From an optimization exercise on the open Yosys and OpenROAD flow, aimed at small area; shortcuts taken in it are not production practice.
Function was checked by simulation only, so behaviour that the tests miss may differ from the original.
No activity file was given, so power comes from the tool's default toggle rates.

<file path="flow/config.mk">
export PLATFORM = sky130hd
export DESIGN_NAME = dshot_core
export DESIGN_NICKNAME = dshot_core
export VERILOG_FILES = /design/flow/design.v
export SDC_FILE = /design/flow/constraint.sdc
export NUM_CORES = 4
export LEC_CHECK = 0
export CAP_MARGIN = 20
export CORE_MARGIN = 2
export CORE_UTILIZATION = 78
export SLEW_MARGIN = 20
</file>
<file path="flow/constraint.sdc">
create_clock -name core_clock -period 12.0 [get_ports {clk}]
set_input_delay 2.4000 -clock core_clock [delete_from_list [all_inputs] [get_ports {clk}]]
set_output_delay 2.4000 -clock core_clock [all_outputs]
set_load 0.01 [all_outputs]
</file>
<file path="flow/design.v">
module dshot_mixer (
    input  wire        clk,
    input  wire [1:0]  m,
    input  wire [2:0]  ms,
    input  wire [15:0] stk_t,
    input  wire [15:0] stk_p,
    input  wire [15:0] stk_r,
    input  wire [15:0] stk_y,
    input  wire        en,          
    output wire [10:0] thr_out      
);
    reg  [16:0] x;
    wire load = (ms == 3'd0);
    wire half = ~ms[0];             
    wire ax_r = (ms == 3'd3) | (ms == 3'd4);
    wire ax_y = ms[2] & (ms[1] ^ ms[0]);    
    wire [15:0] s = ax_y ? stk_y : ax_r ? stk_r : stk_p;
    wire [13:0] u = s[15:2];
    wire        ult = ~|u[13:9] & (~u[8] | ~|u[7:0]);
    wire        c = (s[1] | s[0]) & ult;
    wire gpos  = ax_y ? (m[0] ^ m[1]) : ax_r ? m[0] : m[1];
    wire use_k = gpos ^ ~half;      
    wire sub   = half;
    wire [16:0] b  = (use_k ? 17'd257 : {3'd0, u}) ^ {17{sub}};
    wire        ci = use_k ? sub : (c ^ sub);
    wire [17:0] cy;
    wire [16:0] sm;
    assign cy[0] = ci;
    genvar i;
    generate
        for (i = 0; i < 17; i = i + 1) begin : g_add
            assign sm[i]   = x[i] ^ b[i] ^ cy[i];
            assign cy[i+1] = (x[i] & b[i]) | (cy[i] & (x[i] ^ b[i]));
        end
    endgenerate
    wire neg = sub & ~cy[17];
    always @(posedge clk) begin
        if (load)
            x <= {1'b0, stk_t};
        else if (neg)
            x <= 17'd0;
        else
            x <= sm;
    end
    wire hi = |x[16:11];
    wire lo = ~hi & ~|x[10:8] & ~(&x[7:3] & (x[2] | x[1]));
    assign thr_out = {11{en}} & ({11{hi}} | (lo ? 11'd250 : x[10:0]));
endmodule
module dshot_channels (
    input  wire        clk,
    input  wire        rst,
    input  wire [1:0]  ph,
    input  wire        tick,
    input  wire        win,
    input  wire        load,      
    input  wire [11:0] p_in,
    input  wire        blank,
    output reg  [3:0]  busy,
    output reg  [3:0]  pin
);
    reg [11:0] p0, p1, p2, p3;
    reg [7:0]  q0, q1, q2, q3;
    reg        b0, b1, b2, b3;
    reg [3:0]  pin_nx, busy_nx;
    wire [7:0] qn  = load ? {8{~win}} : win ? q3 + 8'd1 : q3;
    wire [11:0] pn = load ? p_in : p3;
    wire       bn_ = load ? blank : b3;
    wire       rn  = load | (busy[ph] & ~(win & q3[7] & ~q3[6] & (&q3[2:0])));
    wire [4:0] bi = qn[7:3];
    wire [2:0] e  = qn[2:0];
    wire n2 = pn[4'd11 - bi[1:0]];
    wire n1 = pn[4'd7  - bi[1:0]];
    wire n0 = pn[4'd3  - bi[1:0]];
    wire fbit = (bi[3:2] == 2'd3) ? (n2 ^ n1 ^ n0) :
                (bi[3:2] == 2'd0) ? n2 : (bi[3:2] == 2'd1) ? n1 : n0;
    wire pinn = rn & ~bn_ & ~bi[4] &
                ((~e[2] & ~(e[1] & e[0])) | (fbit & ~(e[2] & e[1])));
    always @(posedge clk) begin
        p0 <= pn;  p1 <= p0; p2 <= p1; p3 <= p2;
        q0 <= qn;  q1 <= q0; q2 <= q1; q3 <= q2;
        b0 <= bn_; b1 <= b0; b2 <= b1; b3 <= b2;
    end
    integer j;
    always @(posedge clk) begin
        for (j = 0; j < 4; j = j + 1) begin
            if (rst) begin
                pin_nx[j]  <= 1'b0;
                busy_nx[j] <= 1'b0;
            end else if (win && ph == j) begin
                pin_nx[j]  <= pinn;
                busy_nx[j] <= rn;
            end
        end
    end
    always @(posedge clk) begin
        for (j = 0; j < 4; j = j + 1) begin
            if (rst) begin
                pin[j]  <= 1'b0;
                busy[j] <= 1'b0;
            end else if (load && ph == j) begin
                busy[j] <= 1'b1;
            end else if (tick) begin
                pin[j]  <= pin_nx[j];
                busy[j] <= busy_nx[j];
            end
        end
    end
endmodule
module dshot_core (
    input  wire        clk,
    input  wire        rst,           
    input  wire        cmd_valid,
    input  wire [31:0] cmd_word,
    output wire        cmd_ready,
    output reg         rsp_valid,
    output reg  [2:0]  rsp_code,
    input  wire [15:0] stk_t,
    input  wire [15:0] stk_p,
    input  wire [15:0] stk_r,
    input  wire [15:0] stk_y,
    input  wire        armed,
    output wire [3:0]  pwm,
    output wire [3:0]  busy,
    output reg  [3:0]  rej,
    output reg         inited
);
    localparam [2:0] R_OK      = 3'd0;
    localparam [2:0] R_BUSY    = 3'd1;
    localparam [2:0] R_NOINIT  = 3'd2;
    localparam [2:0] R_BADCMD  = 3'd3;
    localparam [2:0] R_BADOP   = 3'd4;
    localparam [2:0] R_REINIT  = 3'd5;
    localparam [3:0] OP_INIT   = 4'h1;
    localparam [3:0] OP_ENCT   = 4'h2;
    localparam [3:0] OP_ENCC   = 4'h3;
    localparam [3:0] OP_DUTY   = 4'h4;
    localparam [3:0] OP_TX     = 4'h5;
    localparam [3:0] OP_WAIT   = 4'h6;
    localparam [3:0] OP_MIX    = 4'h7;
    localparam [3:0] OP_SETTHR = 4'h8;
    localparam [3:0] OP_UPD1   = 4'h9;
    localparam [3:0] OP_CMD1   = 4'hA;
    localparam [3:0] OP_DELAY  = 4'hB;
    reg [1:0]  var_q;
    reg [6:0]  pre;            
    reg [1:0]  ph;             
    reg [10:0] r0, r1, r2, r3; 
    reg [11:0] fr;             
    reg [11:0] db;             
    reg        dbv;            
    reg        pend;           
    reg        pmix;           
    reg        pwait;          
    reg [1:0]  wch;
    reg [4:0]  st;             
    wire tick = (pre == 7'd0);
    wire win  = (pre != 7'd0) & (pre <= 7'd4);    
    wire near = (pre <= 7'd16);      
    wire [31:0] w    = cmd_word;
    wire [3:0]  op   = w[31:28];
    wire [1:0]  idx  = w[1:0];
    wire is_tx_op = (op == OP_TX) || (op == OP_UPD1) || (op == OP_CMD1);
    wire ring_ok  = is_tx_op         ? (ph == idx) :
                    (op == OP_SETTHR) ? (ph == w[17:16]) : 1'b1;
    assign cmd_ready = ~pend & ~tick & ring_ok;
    wire take = cmd_valid & cmd_ready;
    reg legal;
    always @(*) begin
        case (op)
            OP_INIT, OP_TX, OP_WAIT, OP_UPD1: legal = (w[27:2] == 26'd0);
            OP_ENCT, OP_ENCC:                 legal = (w[27:12] == 16'd0);
            OP_DUTY, OP_MIX:                  legal = (w[27:0] == 28'd0);
            OP_SETTHR:                        legal = (w[27:18] == 10'd0);
            OP_CMD1:                          legal = (w[27:14] == 14'd0) && (w[7:2] == 6'd0);
            OP_DELAY:                         legal = (w[27:16] == 12'd0);
            default:                          legal = 1'b0;
        endcase
    end
    wire [5:0] k_cmd = w[13:8];
    wire cmd_ok = (k_cmd <= 6'd5) || (k_cmd == 6'd12) || (k_cmd >= 6'd20 && k_cmd <= 6'd33);
    wire badcmd   = ((op == OP_ENCC) && (w[11:1] > 11'd47)) ||
                    ((op == OP_CMD1) && !cmd_ok);
    wire ch_busy  = busy[idx];
    reg [2:0] result;
    always @(*) begin
        if (!legal)                          result = R_BADOP;
        else if (op != OP_INIT && !inited)   result = R_NOINIT;
        else if (op == OP_INIT && inited)    result = R_REINIT;
        else if (badcmd)                     result = R_BADCMD;
        else if (is_tx_op && ch_busy)        result = R_BUSY;
        else                                 result = R_OK;
    end
    wire exec    = take && (result == R_OK);
    wire do_init = exec && (op == OP_INIT);
    wire do_tx   = exec && is_tx_op;
    wire do_mix  = exec && (op == OP_MIX);
    wire do_set  = exec && (op == OP_SETTHR);
    wire do_enc  = exec && (op == OP_ENCT || op == OP_ENCC);
    wire do_duty = exec && (op == OP_DUTY);
    reg [6:0] pre_top;
    always @(*) begin
        case (var_q)
            2'd0:    pre_top = 7'd79;
            2'd1:    pre_top = 7'd39;
            2'd2:    pre_top = 7'd19;
            default: pre_top = 7'd9;
        endcase
    end
    always @(posedge clk) begin
        if (rst)
            pre <= 7'd0;
        else if (tick)
            pre <= pre_top;
        else
            pre <= pre - 7'd1;
    end
    always @(posedge clk) begin
        if (rst)
            var_q <= 2'd0;
        else if (do_init)
            var_q <= idx;
    end
    always @(posedge clk) begin
        if (rst)
            ph <= 2'd0;
        else
            ph <= ph + 2'd1;
    end
    wire        mix_on = pend & pmix;
    wire [10:0] mix_thr;
    dshot_mixer u_mixer (
        .clk(clk), .m(st[4:3]), .ms(st[2:0]),
        .stk_t(stk_t), .stk_p(stk_p), .stk_r(stk_r), .stk_y(stk_y),
        .en(armed & ~pwait),
        .thr_out(mix_thr));
    wire mix_stall = (st[2:0] == 3'd0) & (ph != st[4:3] + 2'd1);
    wire mix_wr    = mix_on & (st[2:0] == 3'd7);
    wire mix_end   = mix_wr & (st[4:3] == 2'd3);
    always @(posedge clk) begin
        if (take)
            st <= 5'd0;
        else if (!mix_stall)
            st <= st + 5'd1;
    end
    wire [10:0] set_val = (|w[15:11]) ? 11'd2047 : w[10:0];
    always @(posedge clk) begin
        r0 <= mix_wr ? mix_thr : do_set ? set_val : r3;
        r1 <= r0;
        r2 <= r1;
        r3 <= r2;
    end
    always @(posedge clk) begin
        if (do_init | do_enc)
            fr <= {w[11:2], w[1:0] & {2{op[1]}}};     
    end
    always @(posedge clk) begin
        if (do_duty)
            db <= fr;
    end
    always @(posedge clk) begin
        if (do_init | do_duty)
            dbv <= ~op[0];                            
    end
    wire [11:0] tx_p = ~op[3] ? db : ~op[1] ? {r3, 1'b0} : {5'd0, k_cmd, 1'b1};
    wire tx_blank = ~op[3] & ~dbv;
    always @(posedge clk) begin
        if (rst) begin
            inited <= 1'b0;
            rej    <= 4'd0;
        end else begin
            if (do_init) begin
                inited <= 1'b1;
                rej    <= 4'd0;
            end else if (take && result == R_BUSY)
                rej[idx] <= 1'b1;
        end
    end
    always @(posedge clk) begin
        if (take)
            rsp_code <= result;
    end
    always @(posedge clk) begin
        if (take) begin
            pmix  <= do_mix | do_init;
            pwait <= exec && (op == OP_WAIT || op == OP_INIT);
            wch   <= idx;
        end
    end
    wire rsp_now = pmix ? mix_end : (near & ~(pwait & busy[wch]));
    always @(posedge clk) begin
        if (rst) begin
            pend      <= 1'b0;
            rsp_valid <= 1'b0;
        end else begin
            rsp_valid <= pend & rsp_now;
            if (take)
                pend <= 1'b1;
            else if (rsp_now)
                pend <= 1'b0;
        end
    end
    dshot_channels u_ch (
        .clk   (clk),
        .rst   (rst),
        .ph    (ph),
        .tick  (tick),
        .win   (win),
        .load  (do_tx),
        .p_in  (tx_p),
        .blank (tx_blank),
        .busy  (busy),
        .pin   (pwm)
    );
endmodule
</file>
<file path="flow/flow/run.sh">
#!/bin/bash
# The standard layout (standard.sh) with three changes:
#  - synthesis maps the logic with an area-oriented ABC script
#    (flow/abc_area.script, used in place of ORFS's abc_speed.script; the
#    flip-flops are mapped before ABC runs, as in the standard synthesis);
#  - the port buffers are buf_1 cells;
#  - the clock tree is built from clkbuf_4 cells, without dummy loads.
# Each tool's output stays in the ORFS logs under orfs/logs; make's own
# output goes to standard.log.
set -euo pipefail
rm -rf scripts_mod
cp -r "$FLOW_HOME/scripts" scripts_mod
cp flow/abc_area.script scripts_mod/abc_speed.script
export SCRIPTS_DIR="$PWD/scripts_mod"
export BUFFER_PORTS_ARGS="-buffer_cell sky130_fd_sc_hd__buf_1"
export CTS_ARGS="-sink_clustering_enable -repair_clock_nets -sink_clustering_size 8 -sink_clustering_max_diameter 40 -buf_list sky130_fd_sc_hd__clkbuf_4 -dont_use_dummy_load"
bash standard.sh > standard.log 2>&1
</file>
<file path="flow/flow/abc_area.script">
strash
dc2
dch
amap
strash
dc2
dch
amap
strash
dch
amap
topo
</file>
<file path="flow/standard.sh">
#!/bin/bash
# synth_recipe.tcl (not shown) runs the flow's synth.tcl, then flattens the netlist and writes it again
# the make line also repeats each setting of config.mk as NAME=value (left out here)
make -C /OpenROAD-flow-scripts/flow DESIGN_CONFIG=/design/flow/config.mk WORK_HOME=/design/flow/orfs CLKGATE_MAP_FILE= SYNTH_SCRIPT=/design/flow/synth_recipe.tcl "${@:-finish}"
</file>
==> results.cfg, run 1 <==
[synth]
syn_area_per_cell_sq_um = 10.5
synthArstFlopShare = 0
yosys_register_bits = 216
synth_area_sq_mm = 0.00775
synth_cell_types = 36
netlist_instances = 741
synth-edff-count = 32
syn_nets = 874
yosys_warnings = 3
synth_top_cell_by_area = dfxtp_1
ys_seq_area_frac = 0.599
synth.area.top_cells = dfxtp_1, edfxtp_1, o22ai_1, nor2_1, fa_1
synth_flop_cell = dfxtp_1
synth_top_area_frac = 0.475

[setup_path]
cp_max_fo = 17
cp.required_ns = 12.46
startpoint_type = flop
crit_arrival_ns = 11.47
slowest_delay_ns = 0.52
critical_path_class = flop to flop
slowest_stage = clkinv_1
critPathMostFrequentCell = fa_1
endpoint_kind = flop

[routing]
first_pass_iters = 7
vias = 6821
maxUsedRoutingLayer = met5
viasPerCell = 6.63
wl_um = 22100
wire_per_inst_um = 21.5
dr_wl_met3_um = 2520
wl_met2_um = 10500
drc = 0
drt_iter0_drc = 1010
wl_met1_um = 7660
antenna_left = 0

[pwr]
power_density_mw_per_mm2 = 239
ir_worst_vdd_mv = 0.224
p_leak_nw = 3.12

[sta]
max_freq_mhz = 90.8
worstMarginPinSlew_ns = 1.07
setup_viol = 0
slew_headroom = 0.283
finalCritPeriodShare = 0.917
skew_ns = 0.0794
whs_ns = 0.273
tns_ns = 0
finalHoldViolCount = 0
layout_min_cycle_time_ns = 11.01
maxSlewViolCount = 0
rsz0062_at_grt = no

[floorplan]
start_util = 0.796
num_rows = 36
dieWidth_um = 104
die_y_um = 104
io_pins = 118
die-area_sq_mm = 0.0107
core_sq_mm = 0.00973

[global_route]
groute.usage.overall = 0.409
antenna_found_initial = 2
grt_max_degree = 30
grt_pass1_wl_um = 34800
grt_pass1_vias = 6824
overflow = 0

[clock_tree]
clkTransAtPathRegs_ns = 0.09
root_buffer = clkbuf_4
cts_resized = 0
ctsHoldBuffers = 0
htreeDepth = 1
numCtsBuffers = 31
cts_buffer_depth = 3
postCtsSetupBuffers = 0
cts_sinks = 216
clock_latency_ns = 0.66
cts_tree = built

[finish]
instances_no_fill = 1029
area_growth_pct = 11.4
final_core_util = 0.887
final_cell_mix = dfxtp_1, buf_1, nor2_1, clkinv_1, o22ai_1
nets = 1030
layout-drive-gt1-share = 0.0413
final_common_cell = dfxtp_1
fillers = 462
stdcell_area_sq_mm = 0.00863

[outcome]
status = complete, no violations

[run]
cap_violations = 0

[place]
placed_cells = 997
port_buffers = 117
dp_hpwl_um = 14700
post_dp_cell_area_sq_mm = 0.00840
gp_congestion = 0.937

[hold_path]
hp-class = flop to flop
==> kinds of logic (layout without fill, tap and decap cells) <==
kind of cell	after synthesis	count (layout)	synth area share
compound gates	215	215	0.180
fa+ha+maj	33	33	0.0698
buf+inv	66	220	0.0320
flops	216	216	0.599
other cells	0	1	0
simple gates	211	211	0.119
==> sequential cells by signal, indices dropped and copies added, names as in the netlist, 5 cells and up <==
register and count:
db 12, fr 12, pre 7, r0 11
r1 11, r2 11, r3 11, st 5
u_ch.p0 12, u_ch.p1 12, u_ch.p2 12, u_ch.p3 12
u_ch.q0 8, u_ch.q1 8, u_ch.q2 8, u_ch.q3 8
u_mixer.x 17
==> power breakdown <==
group / leakage (nW) / internal [mW] / switching [mW]
clock: 0.143 / 0.118 / 0.229
sequential: 1.79 / 0.849 / 0.0763
combinational: 1.18 / 0.300 / 0.495
total: 3.12 / 1.27 / 0.800
==> synth_stat cells (15+ instances only) <==
cell type	n
dfxtp_1	184
clkinv_1	66
o21ai_0	47
ha_1	16
edfxtp_1	32
a22o_1	15
nor2_1	93
nand2_1	56
a21oi_1	35
nor3_1	19
fa_1	17
o22ai_1	65
==> worst max-delay path, delay by kind of cell (launching register included) <==
kind | cells | cell delay, ns
adders and majority gates | 18 | 6.49
buffers and inverters | 8 | 1.61
and+or+nand+nor | 2 | 0.52
DFF | 1 | 0.34
AOI/OAI and AO/OA | 7 | 1.92
==> per-stage QoR <==
step	worst slack [ns]	power (mW)
floorplan	1.19	1.47
global placement	0.820	1.63
detailed placement	0.644	1.69
CTS	1.08	2.04
global route	0.262	2.19
finish	0.991	2.07
==> worst paths after layout <==
| check | endpoint | cells after the start | start | slack [ns] |
|---|---|---|---|---|
| worst max-delay path | u_mixer.x[10] | 35 | st[0] | 0.99 |
| worst min-delay path | r2[9] | 0 | r1[9] | 0.27 |
| worst max register to register | u_mixer.x[10] | 35 | st[0] | 0.99 |
| worst min register to register | r2[9] | 0 | r1[9] | 0.27 |
==> final cells by class <==
type	count	area, sq um	area share
tap	133	166	0.0193
antenna	1	2.50	0.000290
clock buffer	31	233	0.0270
multi-input combinational	459	2860	0.331
sequential	216	4640	0.538
timing repair buffer	123	484	0.0561
inverter	66	248	0.0287
==> metal layers <==
metal | up-vias | global-route usage
met1 | 2999 | 0.481
met3 | 172 | 0.116
met2 | 649 | 0.684
met5 | - | 0
li1 | 2999 | -
met4 | 2 | 0.219
==> run 2, diff against run 1 <==
--- a/flow/config.mk
+++ b/flow/config.mk
@@ -7,5 +7,5 @@
 export LEC_CHECK = 0
 export CAP_MARGIN = 20
 export CORE_MARGIN = 2
-export CORE_UTILIZATION = 78
+export CORE_UTILIZATION = 75
 export SLEW_MARGIN = 20
==> run 2 against run 1 <==
  * Still clean on timing, DRC and antenna
  * Utilization shrank 4.0 points
  * Die area grew 3.8%
  * Sequential share of layout area is essentially flat
  * Highest routed layer is now met4
==> results.cfg, run 2 <==
[outcome]
status = complete, no violations

[sta]
rsz0062_at_grt = no
skew_ns = 0.0940
finalHoldViolCount = 0
slew_headroom = 0.311
tns_ns = 0
worstMarginPinSlew_ns = 1.03
max_freq_mhz = 92.5
layout_min_cycle_time_ns = 10.82
setup_viol = 0
finalCritPeriodShare = 0.901
maxSlewViolCount = 0

[clock_tree]
cts_buffer_depth = 3
root_buffer = clkbuf_4
clkTransAtPathRegs_ns = 0.09
cts_tree = built
numCtsBuffers = 31
cts_sinks = 216
cts_resized = 0
htreeDepth = 1
ctsHoldBuffers = 0
postCtsSetupBuffers = 0
clock_latency_ns = 0.65

[place]
post_dp_cell_area_sq_mm = 0.00840
gp_congestion = 0.920
port_buffers = 117
dp_hpwl_um = 13800

[synth]
synthArstFlopShare = 0
synth.area.top_cells = dfxtp_1, edfxtp_1, o22ai_1, nor2_1, fa_1
netlist_instances = 741
synth-edff-count = 32
synth_top_cell_by_area = dfxtp_1
synth_area_sq_mm = 0.00775
synth_top_area_frac = 0.475
ys_seq_area_frac = 0.599
synth_flop_cell = dfxtp_1
syn_nets = 874
yosys_register_bits = 216
yosys_warnings = 3
yosysMostFrequentCell = dfxtp_1
synth_commonest_cells = dfxtp_1, nor2_1, clkinv_1
syn_area_per_cell_sq_um = 10.5
synth_cell_types = 36

[setup_path]
path_delay_family = adder cells
slowest_delay_ns = 0.41
crit_buf_inv = 7
r2r_slack_ns = 1.26
endpoint_kind = flop
critPathMostFrequentCell = fa_1
slowest_stage = clkinv_1
critical_path_class = input port to flop
reg2reg_from = st[0]
cp_max_fo = 14
r2r-end = u_mixer.x[5]
cp.required_ns = 12.46
rr_worst_depth = 36
crit_arrival_ns = 11.28
startpoint_type = input port

[floorplan]
start_util = 0.761
num_rows = 37
core_sq_mm = 0.0102
die-area_sq_mm = 0.0112
dieWidth_um = 106
die_y_um = 106
io_pins = 118

[finish]
stdcell_area_sq_mm = 0.00864
final_cell_mix = dfxtp_1, buf_1, nor2_1, clkinv_1, o22ai_1
area_growth_pct = 11.4
layout-drive-gt1-share = 0.0413
final_common_cell = dfxtp_1
multiInputGateArea_sq_mm = 0.00286
regArea_sq_mm = 0.00464
regMostFlops = u_mixer.x
nets = 1030
fillers = 561
antenna_cells = 0
final_core_util = 0.848
largest_reg_flops = 17

[hold_path]
hp-class = flop to flop
whs_path_depth = 0
hold_start = r2[5]
holdPathEnd = r3[5]

[global_route]
grt_pass1_wl_um = 31000
grt_max_degree = 30
antenna_found_initial = 0
overflow = 0
groute.usage.overall = 0.349
grt_pass1_vias = 6440

[pwr]
ir_worst_vdd_mv = 0.182
p_leak_nw = 3.12
power_density_mw_per_mm2 = 233

[run]
cap_violations = 0

[routing]
drc = 0
wire_per_inst_um = 18.4
drt_iter0_drc = 627
wl_um = 19000
first_pass_iters = 5
vias = 6426
antenna_left = 0
viasPerCell = 6.23
## run 2: worst max path at each step
stage / start / endpoint / slack, ns / depth (start not counted)
after detailed placement: stk_r[3] / u_mixer.x[5] / 0.64 / 32
after global routing: st[0] / u_mixer.x[7] / 0.41 / 36
after global placement: stk_r[3] / u_mixer.x[2] / 0.85 / 32
after floorplan: st[0] / u_mixer.x[0] / 1.19 / 35
final: stk_r[3] / u_mixer.x[5] / 1.18 / 32
after CTS: stk_r[3] / u_mixer.x[5] / 1.23 / 32
## run 2: where the power goes
| group | switching (mW) | leakage [nW] | total [mW] | internal (mW) |
|---|---|---|---|---|
| clock network | 0.217 | 0.143 | 0.335 | 0.118 |
| logic | 0.459 | 1.18 | 0.755 | 0.296 |
| registers | 0.0744 | 1.79 | 0.924 | 0.849 |
## run 2: worst register-to-register path: cells and delay by family (launching register included)
| kind | cells | cell delay (ns) |
|---|---|---|
| DFF | 1 | 0.36 |
| buffers and inverters | 9 | 1.71 |
| AOI/OAI and AO/OA | 7 | 1.59 |
| and+or+nand+nor | 2 | 0.50 |
| adders and majority gates | 18 | 6.47 |
## run 2: cell families (layout without fill, tap and decap cells)
| group | count (synthesis) | in the layout | share of synthesized area |
|---|---|---|---|
| AOI/OAI and AO/OA | 215 | 215 | 0.180 |
| adders and majority gates | 33 | 33 | 0.0698 |
| and+or+nand+nor | 211 | 211 | 0.119 |
| buffers and inverters | 66 | 220 | 0.0320 |
| DFF | 216 | 216 | 0.599 |
## run 2: per-stage QoR
stage               setup slack (ns)  instances  power, mW  hold WS (ns)
global placement               0.848       1000       1.63         0.310
CTS                             1.23       1031       2.01         0.241
global route                   0.411       1031       2.17         0.265
finish                          1.18       1031       2.01         0.258
floorplan                       1.19        741       1.47         0.310
detailed placement             0.640       1000       1.68         0.312
## run 2: cell type report
class / count / share of cell area
Timing Repair Buffer: 123 / 0.0561
Sequential cell: 216 / 0.538
Inverter: 66 / 0.0287
Clock buffer: 31 / 0.0269
Multi-Input combinational cell: 459 / 0.331
Tap cell: 136 / 0.0197
## run 2: per-layer routing
metal,part of all wire,routed length [um],global-route usage,vias to the layer above
met5,0,0,0,-
met1,0.38,7280,0.434,2924
met3,0.082,1560,0.0612,75
met2,0.50,9490,0.610,415
li1,-,-,-,3012
met4,0.035,673,0.133,0
==> run 3, diff against run 2 <==
--- a/flow/config.mk
+++ b/flow/config.mk
@@ -7,5 +7,8 @@
 export LEC_CHECK = 0
 export CAP_MARGIN = 20
 export CORE_MARGIN = 2
-export CORE_UTILIZATION = 75
+export CORE_UTILIZATION = 70
+export CTS_BUF_LIST = sky130_fd_sc_hd__clkbuf_4
+export CTS_CLUSTER_DIAMETER = 40
+export CTS_CLUSTER_SIZE = 10
 export SLEW_MARGIN = 20
==> run 3 against run 2 <==
  * Power is 1.0% lower
  * Still clean on timing, DRC and antenna
  * Area after synthesis stayed put
  * Clock-buffer cell count stayed put
  * Critical path type is now flop to flop
  * Via count shrank 3.1%
  * Die area increased by 6.9%
==> results.cfg, run 3 <==
[outcome]
status = complete, no violations

[setup_path]
cp_max_fo = 29
critical_path_class = flop to flop
slowest_stage = clkinv_1
reg2reg_from = st[0]
cp.required_ns = 12.46
crit_arrival_ns = 11.41
rr_worst_depth = 35
r2r_slack_ns = 1.04
slowest_delay_ns = 0.52
endpoint_kind = flop
critPathMostFrequentCell = fa_1
startpoint_type = flop
r2r-end = u_mixer.x[6]

[synth]
yosys_warnings = 3
synthArstFlopShare = 0
yosys_register_bits = 216
netlist_instances = 741
synth_top_area_frac = 0.475
synth_top_cell_by_area = dfxtp_1
synth.area.top_cells = dfxtp_1, edfxtp_1, o22ai_1, nor2_1, fa_1
syn_nets = 874
synth_cell_types = 36
synth_commonest_cells = dfxtp_1, nor2_1, clkinv_1
synth-edff-count = 32
syn_area_per_cell_sq_um = 10.5
synth_flop_cell = dfxtp_1
synth_area_sq_mm = 0.00775
yosysMostFrequentCell = dfxtp_1
ys_seq_area_frac = 0.599

[routing]
wl_um = 17600
drc = 0
antenna_left = 0
first_pass_iters = 7
drt_iter0_drc = 460
vias = 6224
viasPerCell = 6.01
wire_per_inst_um = 17.0

[global_route]
antenna_found_initial = 0
overflow = 0
grt_max_degree = 30
grt_pass1_vias = 5885
grt_pass1_wl_um = 27500
groute.usage.overall = 0.294

[pwr]
power_density_mw_per_mm2 = 231
p_leak_nw = 3.12
ir_worst_vdd_mv = 0.185
finalPower_mw = 1.99

[finish]
stdcell_area_sq_mm = 0.00864
instances_no_fill = 1035
antenna_cells = 0
multiInputGateArea_sq_mm = 0.00286
final_common_cell = dfxtp_1
nets = 1030
area_growth_pct = 11.5
layout-drive-gt1-share = 0.0413
largest_reg_flops = 17
regArea_sq_mm = 0.00464
final_cell_mix = dfxtp_1, buf_1, nor2_1, clkinv_1, o22ai_1
fillers = 727
regMostFlops = u_mixer.x

[clock_tree]
ctsHoldBuffers = 0
postCtsSetupBuffers = 0
htreeDepth = 1
clkTransAtPathRegs_ns = 0.08
cts_sinks = 216
cts_tree = built
root_buffer = clkbuf_4
numCtsBuffers = 31
clock_latency_ns = 0.63
cts_resized = 0
cts_buffer_depth = 3

[sta]
maxSlewViolCount = 0
finalCritPeriodShare = 0.913
max_freq_mhz = 91.3
skew_ns = 0.0688
layout_min_cycle_time_ns = 10.96
tns_ns = 0
slew_headroom = 0.284
setup_viol = 0
rsz0062_at_grt = no
finalHoldViolCount = 0
worstMarginPinSlew_ns = 1.07

[place]
placed_cells = 1004
post_dp_cell_area_sq_mm = 0.00841
port_buffers = 117
dp_hpwl_um = 13200
gp_congestion = 0.862

[floorplan]
core_sq_mm = 0.0108
die-area_sq_mm = 0.0119
num_rows = 38
io_pins = 118
dieWidth_um = 109
start_util = 0.715
die_y_um = 109

[hold_path]
whs_path_depth = 0
hp-class = flop to flop
holdPathEnd = r3[6]
hold_start = r2[6]

[run]
cap_violations = 0
==> run 3: cell counts after synthesis <==
Identical to the previous run, type by type.
==> run 3: worst max path at each step <==
| stage | end | depth (start not counted) | slack [ns] | startpoint |
|---|---|---|---|---|
| floorplan | u_mixer.x[0] | 35 | 1.19 | st[0] |
| global placement | u_mixer.x[8] | 32 | 0.84 | stk_r[3] |
| detailed placement | u_mixer.x[14] | 32 | 0.58 | stk_r[3] |
| CTS | u_mixer.x[6] | 35 | 1.11 | st[0] |
| global route | u_mixer.x[7] | 36 | 0.30 | st[0] |
| finish | u_mixer.x[6] | 35 | 1.04 | st[0] |
==> run 3: report_power, final <==
| group | internal, mW | leakage (nW) | switching, mW |
|---|---|---|---|
| registers | 0.849 | 1.79 | 0.0698 |
| logic | 0.296 | 1.18 | 0.452 |
| clock network | 0.118 | 0.143 | 0.208 |
==> run 3: critical path, delay by kind of cell, from the launching register on <==
kind | cells | cell delay (ns)
buffers and inverters | 9 | 1.87
adder cells (fa/ha/maj) | 18 | 6.58
flip-flops | 1 | 0.32
AO/OA/AOI/OAI | 5 | 1.35
AND/OR/NAND/NOR | 3 | 0.70
==> run 3: per-layer routing <==
metal  global-route usage  share of wire
met5                    0              0
met4                0.111          0.023
met3               0.0460          0.073
met2                0.501           0.49
met1                0.380           0.41
==> run 3: logic make-up after synthesis <==
family	synth area share
simple gates	0.119
fa+ha+maj	0.0698
compound gates	0.180
flops	0.599
buf+inv	0.0320
==> run 3: area by class of cell <==
cell class / instances / area share
Sequential cell: 216 / 0.538
Inverter: 66 / 0.0287
Timing Repair Buffer: 123 / 0.0560
Multi-Input combinational cell: 459 / 0.331
Clock buffer: 31 / 0.0269
Tap cell: 140 / 0.0203
==> run 3: through the flow <==
step / setup slack (ns) / hold WS (ns) / utilization
after floorplan: 1.19 / 0.310 / -
after global placement: 0.840 / 0.310 / 0.776
after detailed placement: 0.583 / 0.312 / 0.776
after CTS: 1.11 / 0.260 / 0.797
after global routing: 0.301 / 0.284 / 0.797
final: 1.04 / 0.270 / 0.797

## re-timing with driven ports
No port has a modelled driver above. Below, the same layouts with a new extraction and two added sets of constraints.
Step 1 assumes that a clkbuf_16 drives the clock port and a buf_2 every other input.
Step 2, shift: input delay + t, output delay - t, t = (earliest + latest rising clock arrival at the registers) / 2. This alone moves slack from input paths to output paths.
Slacks: ideal ports / drivers / drivers and shift; pairs: ideal ports / drivers.
| run | shift t [ns] | slack for setup (ns) | worst setup path at the end | worst slew at a driven data input, ns |
|---|---|---|---|---|
| run 1 | 0.655 | 0.991 / 0.991 / 0.465 | input to register | 0.09 |
| run 2 | 0.640 | 1.183 / 1.199 / 0.559 | input to register | 0.06 |
| run 3 | 0.635 | 1.044 / 1.044 / 0.442 | input to register | 0.05 |
After both steps every run listed still meets setup and hold. For run 2, which loses most, drivers alone change the setup slack by +0.016 ns; drivers and shift together by -0.624 ns.
